Context: an optimization exercise on an open-source flow, tuned for small area, a short achievable clock period and few clock cycles per item. The choices shown serve that exercise and are no tape-out recipe. In this exercise RTL edits were held to simulation tests only and were not proved equivalent to the original.

==> inputs of run a <==
// cksum
module cksum (
    input  wire        clk,
    input  wire        rst,
    input  wire        in_valid,
    output wire        in_ready,
    input  wire        first,
    input  wire        last,
    input  wire [3:0]  nbytes,
    input  wire [63:0] data,
    output reg         out_valid,
    output wire [31:0] crc,
    output wire [15:0] fl
);
Settings: LEC_CHECK=0, CAP_MARGIN=5, CORE_MARGIN=2, CORE_UTILIZATION=60, CTS_BUF_LIST=sky130_fd_sc_hd__clkbuf_8, CTS_CLUSTER_DIAMETER=100, CTS_CLUSTER_SIZE=30, PLACE_DENSITY=0.7, SLEW_MARGIN=5; clock period 38.0 ns.
standard.sh (not shown) runs the stock make flow with config.mk's settings and CLKGATE_MAP_FILE= SYNTH_SCRIPT=/design/flow/synth_recipe.tcl, a recipe that flattens the netlist after the stock synthesis.
==> flow/flow/run.sh <==
#!/bin/bash
# Layout flow: the standard flow (standard.sh) with three changes.
#  1. Synthesis maps the logic with flow/abc.script (area-oriented ABC
#     mapping) in place of ORFS's abc_speed.script: the run uses a copy of
#     ORFS's scripts folder that differs only in that file.
#  2. Yosys's synth runs with -noabc (it still skips fsm and share), so the
#     full-adder extraction sees the adders as written rather than after a
#     generic ABC pass, which leaves inverters around the adder cells.
#  3. The port buffers are buf_2 cells instead of ORFS's default delay
#     buffers.
# Registers, their names and cells are those of the standard synthesis.
set -euo pipefail
here=$(pwd)
cp -r "$FLOW_HOME/scripts" "$here/scripts"
cp "$here/flow/abc.script" "$here/scripts/abc_speed.script"
sed '1s/-noshare {\*}\$args/-noshare -noabc {*}$args/' synth_recipe.tcl > "$here/synth_noabc.tcl"
grep -q -- '-noabc' "$here/synth_noabc.tcl"
args=(SCRIPTS_DIR="$here/scripts" SYNTH_SCRIPT="$here/synth_noabc.tcl"
      BUFFER_PORTS_ARGS="-buffer_cell sky130_fd_sc_hd__buf_2")
bash standard.sh "${args[@]}" synth > synth.log 2>&1
bash standard.sh "${args[@]}" finish > layout.log 2>&1
==> flow/flow/abc.script <==
strash
&get -n
&fraig -x
&put
scorr
dc2
dretime
strash
&get -n
&dch -f
&nf -R 1000
&put
==> run b (differences from run a) <==
--- a/flow/design.v
+++ b/flow/design.v
@@ -266,46 +266,48 @@
     wire [7:0] dm1 = t_r[1] ? d_r[15:8] : 8'd0;
     wire [7:0] dm2 = t_r[2] ? d_r[23:16] : 8'd0;
     wire [7:0] dm3 = t_r[3] ? d_r[31:24] : 8'd0;
     wire [7:0] dm4 = t_r[4] ? d_r[39:32] : 8'd0;
     wire [7:0] dm5 = t_r[5] ? d_r[47:40] : 8'd0;
     wire [7:0] dm6 = t_r[6] ? d_r[55:48] : 8'd0;
     wire [7:0] dm7 = t_r[7] ? d_r[63:56] : 8'd0;
-    wire [7:0] fg_s0 = dm1 ^ dm3 ^ dm5;
-    wire [7:0] fg_c0 = (dm1 & dm3) | (dm1 & dm5) | (dm3 & dm5);
-    wire [7:0] fg_s1 = dm2 ^ dm4 ^ dm6;
-    wire [7:0] fg_c1 = (dm2 & dm4) | (dm2 & dm6) | (dm4 & dm6);
-    wire [7:0] f1_s0 = a_in ^ dm0 ^ dm7;
-    wire [7:0] f1_c0 = (a_in & dm0) | (a_in & dm7) | (dm0 & dm7);
-    wire [7:0] f1_s1 = fg_s0 ^ {fg_c0[6:0], fg_c0[7]} ^ fg_s1;
-    wire [7:0] f1_c1 = (fg_s0 & {fg_c0[6:0], fg_c0[7]}) | (fg_s0 & fg_s1) | ({fg_c0[6:0], fg_c0[7]} & fg_s1);
-    wire [7:0] f1_s2 = {fg_c1[6:0], fg_c1[7]} ^ f1_s0 ^ {f1_c0[6:0], f1_c0[7]};
-    wire [7:0] f1_c2 = ({fg_c1[6:0], fg_c1[7]} & f1_s0) | ({fg_c1[6:0], fg_c1[7]} & {f1_c0[6:0], f1_c0[7]}) | (f1_s0 & {f1_c0[6:0], f1_c0[7]});
-    wire [7:0] f1_s3 = f1_s1 ^ {f1_c1[6:0], f1_c1[7]} ^ f1_s2;
-    wire [7:0] f1_c3 = (f1_s1 & {f1_c1[6:0], f1_c1[7]}) | (f1_s1 & f1_s2) | ({f1_c1[6:0], f1_c1[7]} & f1_s2);
-    wire [7:0] f1_s4 = {f1_c2[6:0], f1_c2[7]} ^ f1_s3 ^ {f1_c3[6:0], f1_c3[7]};
-    wire [7:0] f1_c4 = ({f1_c2[6:0], f1_c2[7]} & f1_s3) | ({f1_c2[6:0], f1_c2[7]} & {f1_c3[6:0], f1_c3[7]}) | (f1_s3 & {f1_c3[6:0], f1_c3[7]});
-    assign s1x = f1_s4;
-    assign s1y = {f1_c4[6:0], f1_c4[7]};
-    wire [7:0] fp_s0 = rotl(dm3, 1) ^ rotl(dm4, 1) ^ rotl(dm5, 2);
-    wire [7:0] fp_c0 = (rotl(dm3, 1) & rotl(dm4, 1)) | (rotl(dm3, 1) & rotl(dm5, 2)) | (rotl(dm4, 1) & rotl(dm5, 2));
-    wire [7:0] fp_s1 = rotl(dm6, 2) ^ rotl(dm7, 3) ^ fg_s0;
-    wire [7:0] fp_c1 = (rotl(dm6, 2) & rotl(dm7, 3)) | (rotl(dm6, 2) & fg_s0) | (rotl(dm7, 3) & fg_s0);
-    wire [7:0] fp_s2 = {fg_c0[6:0], fg_c0[7]} ^ rotl(fg_s1, 1) ^ rotl({fg_c1[6:0], fg_c1[7]}, 1);
-    wire [7:0] fp_c2 = ({fg_c0[6:0], fg_c0[7]} & rotl(fg_s1, 1)) | ({fg_c0[6:0], fg_c0[7]} & rotl({fg_c1[6:0], fg_c1[7]}, 1)) | (rotl(fg_s1, 1) & rotl({fg_c1[6:0], fg_c1[7]}, 1));
-    wire [7:0] fp_s3 = fp_s0 ^ {fp_c0[6:0], fp_c0[7]} ^ fp_s1;
-    wire [7:0] fp_c3 = (fp_s0 & {fp_c0[6:0], fp_c0[7]}) | (fp_s0 & fp_s1) | ({fp_c0[6:0], fp_c0[7]} & fp_s1);
-    wire [7:0] fp_s4 = {fp_c1[6:0], fp_c1[7]} ^ fp_s2 ^ {fp_c2[6:0], fp_c2[7]};
-    wire [7:0] fp_c4 = ({fp_c1[6:0], fp_c1[7]} & fp_s2) | ({fp_c1[6:0], fp_c1[7]} & {fp_c2[6:0], fp_c2[7]}) | (fp_s2 & {fp_c2[6:0], fp_c2[7]});
-    wire [7:0] fp_s5 = fp_s3 ^ {fp_c3[6:0], fp_c3[7]} ^ fp_s4;
-    wire [7:0] fp_c5 = (fp_s3 & {fp_c3[6:0], fp_c3[7]}) | (fp_s3 & fp_s4) | ({fp_c3[6:0], fp_c3[7]} & fp_s4);
-    wire [7:0] fp_s6 = {fp_c4[6:0], fp_c4[7]} ^ fp_s5 ^ {fp_c5[6:0], fp_c5[7]};
-    wire [7:0] fp_c6 = ({fp_c4[6:0], fp_c4[7]} & fp_s5) | ({fp_c4[6:0], fp_c4[7]} & {fp_c5[6:0], fp_c5[7]}) | (fp_s5 & {fp_c5[6:0], fp_c5[7]});
-    assign spx = fp_s6;
-    assign spy = {fp_c6[6:0], fp_c6[7]};
+    wire [7:0] f1_s0 = a_in ^ dm0 ^ dm1;
+    wire [7:0] f1_c0 = (a_in & dm0) | (a_in & dm1) | (dm0 & dm1);
+    wire [7:0] f1_s1 = dm2 ^ dm3 ^ dm4;
+    wire [7:0] f1_c1 = (dm2 & dm3) | (dm2 & dm4) | (dm3 & dm4);
+    wire [7:0] f1_s2 = dm5 ^ dm6 ^ dm7;
+    wire [7:0] f1_c2 = (dm5 & dm6) | (dm5 & dm7) | (dm6 & dm7);
+    wire [7:0] f1_s3 = f1_s0 ^ {f1_c0[6:0], f1_c0[7]} ^ f1_s1;
+    wire [7:0] f1_c3 = (f1_s0 & {f1_c0[6:0], f1_c0[7]}) | (f1_s0 & f1_s1) | ({f1_c0[6:0], f1_c0[7]} & f1_s1);
+    wire [7:0] f1_s4 = {f1_c1[6:0], f1_c1[7]} ^ f1_s2 ^ {f1_c2[6:0], f1_c2[7]};
+    wire [7:0] f1_c4 = ({f1_c1[6:0], f1_c1[7]} & f1_s2) | ({f1_c1[6:0], f1_c1[7]} & {f1_c2[6:0], f1_c2[7]}) | (f1_s2 & {f1_c2[6:0], f1_c2[7]});
+    wire [7:0] f1_s5 = f1_s3 ^ {f1_c3[6:0], f1_c3[7]} ^ f1_s4;
+    wire [7:0] f1_c5 = (f1_s3 & {f1_c3[6:0], f1_c3[7]}) | (f1_s3 & f1_s4) | ({f1_c3[6:0], f1_c3[7]} & f1_s4);
+    wire [7:0] f1_s6 = {f1_c4[6:0], f1_c4[7]} ^ f1_s5 ^ {f1_c5[6:0], f1_c5[7]};
+    wire [7:0] f1_c6 = ({f1_c4[6:0], f1_c4[7]} & f1_s5) | ({f1_c4[6:0], f1_c4[7]} & {f1_c5[6:0], f1_c5[7]}) | (f1_s5 & {f1_c5[6:0], f1_c5[7]});
+    assign s1x = f1_s6;
+    assign s1y = {f1_c6[6:0], f1_c6[7]};
+    wire [7:0] fp_s0 = rotl(dm1, 0) ^ rotl(dm2, 1) ^ rotl(dm3, 0);
+    wire [7:0] fp_c0 = (rotl(dm1, 0) & rotl(dm2, 1)) | (rotl(dm1, 0) & rotl(dm3, 0)) | (rotl(dm2, 1) & rotl(dm3, 0));
+    wire [7:0] fp_s1 = rotl(dm3, 1) ^ rotl(dm4, 2) ^ rotl(dm5, 0);
+    wire [7:0] fp_c1 = (rotl(dm3, 1) & rotl(dm4, 2)) | (rotl(dm3, 1) & rotl(dm5, 0)) | (rotl(dm4, 2) & rotl(dm5, 0));
+    wire [7:0] fp_s2 = rotl(dm5, 2) ^ rotl(dm6, 1) ^ rotl(dm6, 2);
+    wire [7:0] fp_c2 = (rotl(dm5, 2) & rotl(dm6, 1)) | (rotl(dm5, 2) & rotl(dm6, 2)) | (rotl(dm6, 1) & rotl(dm6, 2));
+    wire [7:0] fp_s3 = rotl(dm7, 3) ^ fp_s0 ^ {fp_c0[6:0], fp_c0[7]};
+    wire [7:0] fp_c3 = (rotl(dm7, 3) & fp_s0) | (rotl(dm7, 3) & {fp_c0[6:0], fp_c0[7]}) | (fp_s0 & {fp_c0[6:0], fp_c0[7]});
+    wire [7:0] fp_s4 = fp_s1 ^ {fp_c1[6:0], fp_c1[7]} ^ fp_s2;
+    wire [7:0] fp_c4 = (fp_s1 & {fp_c1[6:0], fp_c1[7]}) | (fp_s1 & fp_s2) | ({fp_c1[6:0], fp_c1[7]} & fp_s2);
+    wire [7:0] fp_s5 = {fp_c2[6:0], fp_c2[7]} ^ fp_s3 ^ {fp_c3[6:0], fp_c3[7]};
+    wire [7:0] fp_c5 = ({fp_c2[6:0], fp_c2[7]} & fp_s3) | ({fp_c2[6:0], fp_c2[7]} & {fp_c3[6:0], fp_c3[7]}) | (fp_s3 & {fp_c3[6:0], fp_c3[7]});
+    wire [7:0] fp_s6 = fp_s4 ^ {fp_c4[6:0], fp_c4[7]} ^ fp_s5;
+    wire [7:0] fp_c6 = (fp_s4 & {fp_c4[6:0], fp_c4[7]}) | (fp_s4 & fp_s5) | ({fp_c4[6:0], fp_c4[7]} & fp_s5);
+    wire [7:0] fp_s7 = {fp_c5[6:0], fp_c5[7]} ^ fp_s6 ^ {fp_c6[6:0], fp_c6[7]};
+    wire [7:0] fp_c7 = ({fp_c5[6:0], fp_c5[7]} & fp_s6) | ({fp_c5[6:0], fp_c5[7]} & {fp_c6[6:0], fp_c6[7]}) | (fp_s6 & {fp_c6[6:0], fp_c6[7]});
+    assign spx = fp_s7;
+    assign spy = {fp_c7[6:0], fp_c7[7]};
     wire [7:0] f2_s0 = b_in ^ dm7 ^ (n_r[3] ? rotl(a_n, 3) : (n_r[0] ? a_n : 8'd0));
     wire [7:0] f2_c0 = (b_in & dm7) | (b_in & (n_r[3] ? rotl(a_n, 3) : (n_r[0] ? a_n : 8'd0))) | (dm7 & (n_r[3] ? rotl(a_n, 3) : (n_r[0] ? a_n : 8'd0)));
     wire [7:0] f2_s1 = (n_r[1] ? rotl(a_n, 1) : 8'd0) ^ (n_r[2] ? rotl(a_n, 2) : 8'd0) ^ q_n;
     wire [7:0] f2_c1 = ((n_r[1] ? rotl(a_n, 1) : 8'd0) & (n_r[2] ? rotl(a_n, 2) : 8'd0)) | ((n_r[1] ? rotl(a_n, 1) : 8'd0) & q_n) | ((n_r[2] ? rotl(a_n, 2) : 8'd0) & q_n);
     wire [7:0] f2_s2 = f2_s0 ^ {f2_c0[6:0], f2_c0[7]} ^ f2_s1;
     wire [7:0] f2_c2 = (f2_s0 & {f2_c0[6:0], f2_c0[7]}) | (f2_s0 & f2_s1) | ({f2_c0[6:0], f2_c0[7]} & f2_s1);
     wire [7:0] f2_s3 = {f2_c1[6:0], f2_c1[7]} ^ f2_s2 ^ {f2_c2[6:0], f2_c2[7]};
==> flow/config.mk (replaced) <==
export PLATFORM = sky130hd
export DESIGN_NAME = cksum
export DESIGN_NICKNAME = cksum
export VERILOG_FILES = /design/flow/design.v
export SDC_FILE = /design/flow/constraint.sdc
export NUM_CORES = 4
export LEC_CHECK = 0
export CAP_MARGIN = 20
export CORE_MARGIN = 2
export CORE_UTILIZATION = 65
export CTS_BUF_LIST = sky130_fd_sc_hd__clkbuf_8
export CTS_CLUSTER_DIAMETER = 100
export CTS_CLUSTER_SIZE = 30
export PLACE_DENSITY = 0.75
export SLEW_MARGIN = 20
==> run_results.csv <==
group,metric,value,unit
final_layout,buffers,149,
drt,wl_met2,21800,um
status,status,"complete, no violations",
setup_path,rr_endpoint,"b_q[0]",
synth,synth_simple_gate_area_share,10.2,%
final_layout,multi_input_cells,1298,
drt,routed_wl,54400,um
(the above is from run b)
==> run_results.csv <==
group,metric,value,unit
final_layout,buffers,158,
status,status,"complete, no violations",
drt,met3_length,6580,um
clock_tree,clockBufferDepth,2,
final_layout,final_common_cell,"xnor2_1",
global_routing,grt_pass1_vias,12500,
synth,synth_simple_gate_area_share,10.1,%
setup_path,rr_endpoint,"b_q[2]",
final_layout,diodes,1,
sta,finalCritPeriodShare,22.5,%
clock_tree,cts-resized-gates,0,
setup_path,path_max_fanout,2,
drt,wl_met2,22800,um
drt,routed_wl,53000,um
(the above is from run a)
Testbench counts of run a, summed over its fixed seeds: cycles 52,989, bytes 403,081.
Testbench counts of run b, summed over its fixed seeds: cycles 52,989, bytes 403,081.

-- separate check: timing with driven ports --
How much do the figures lean on ideal ports? The routed layouts below were timed once more, with nothing changed but the port constraints. Step 1 assumes that a clkbuf_16 drives the clock port and a buf_2 every other input. Step 2 adds t to the input delays and takes it off the output delays; t is the mean of the earliest and latest rising clock arrival at the registers after step 1. Input paths then give back, and output paths get back, about the clock's delay inside the block. Three values: ideal, step 1, step 2; two values: the first two.
run | shift t [ns] | slack for setup (ns) | hold slack, ns | clock arrival spread, ns | pins driven straight from the clock port
run a | 0.512 | 29.437 / 29.392 / 29.502 | 0.446 / 0.446 / 0.446 | 0.024 / 0.023 | 1
run b | 0.519 | 29.408 / 29.360 / 29.464 | 0.445 / 0.445 / 0.445 | 0.032 / 0.032 | 1
After both steps setup and hold are still met in every run listed.
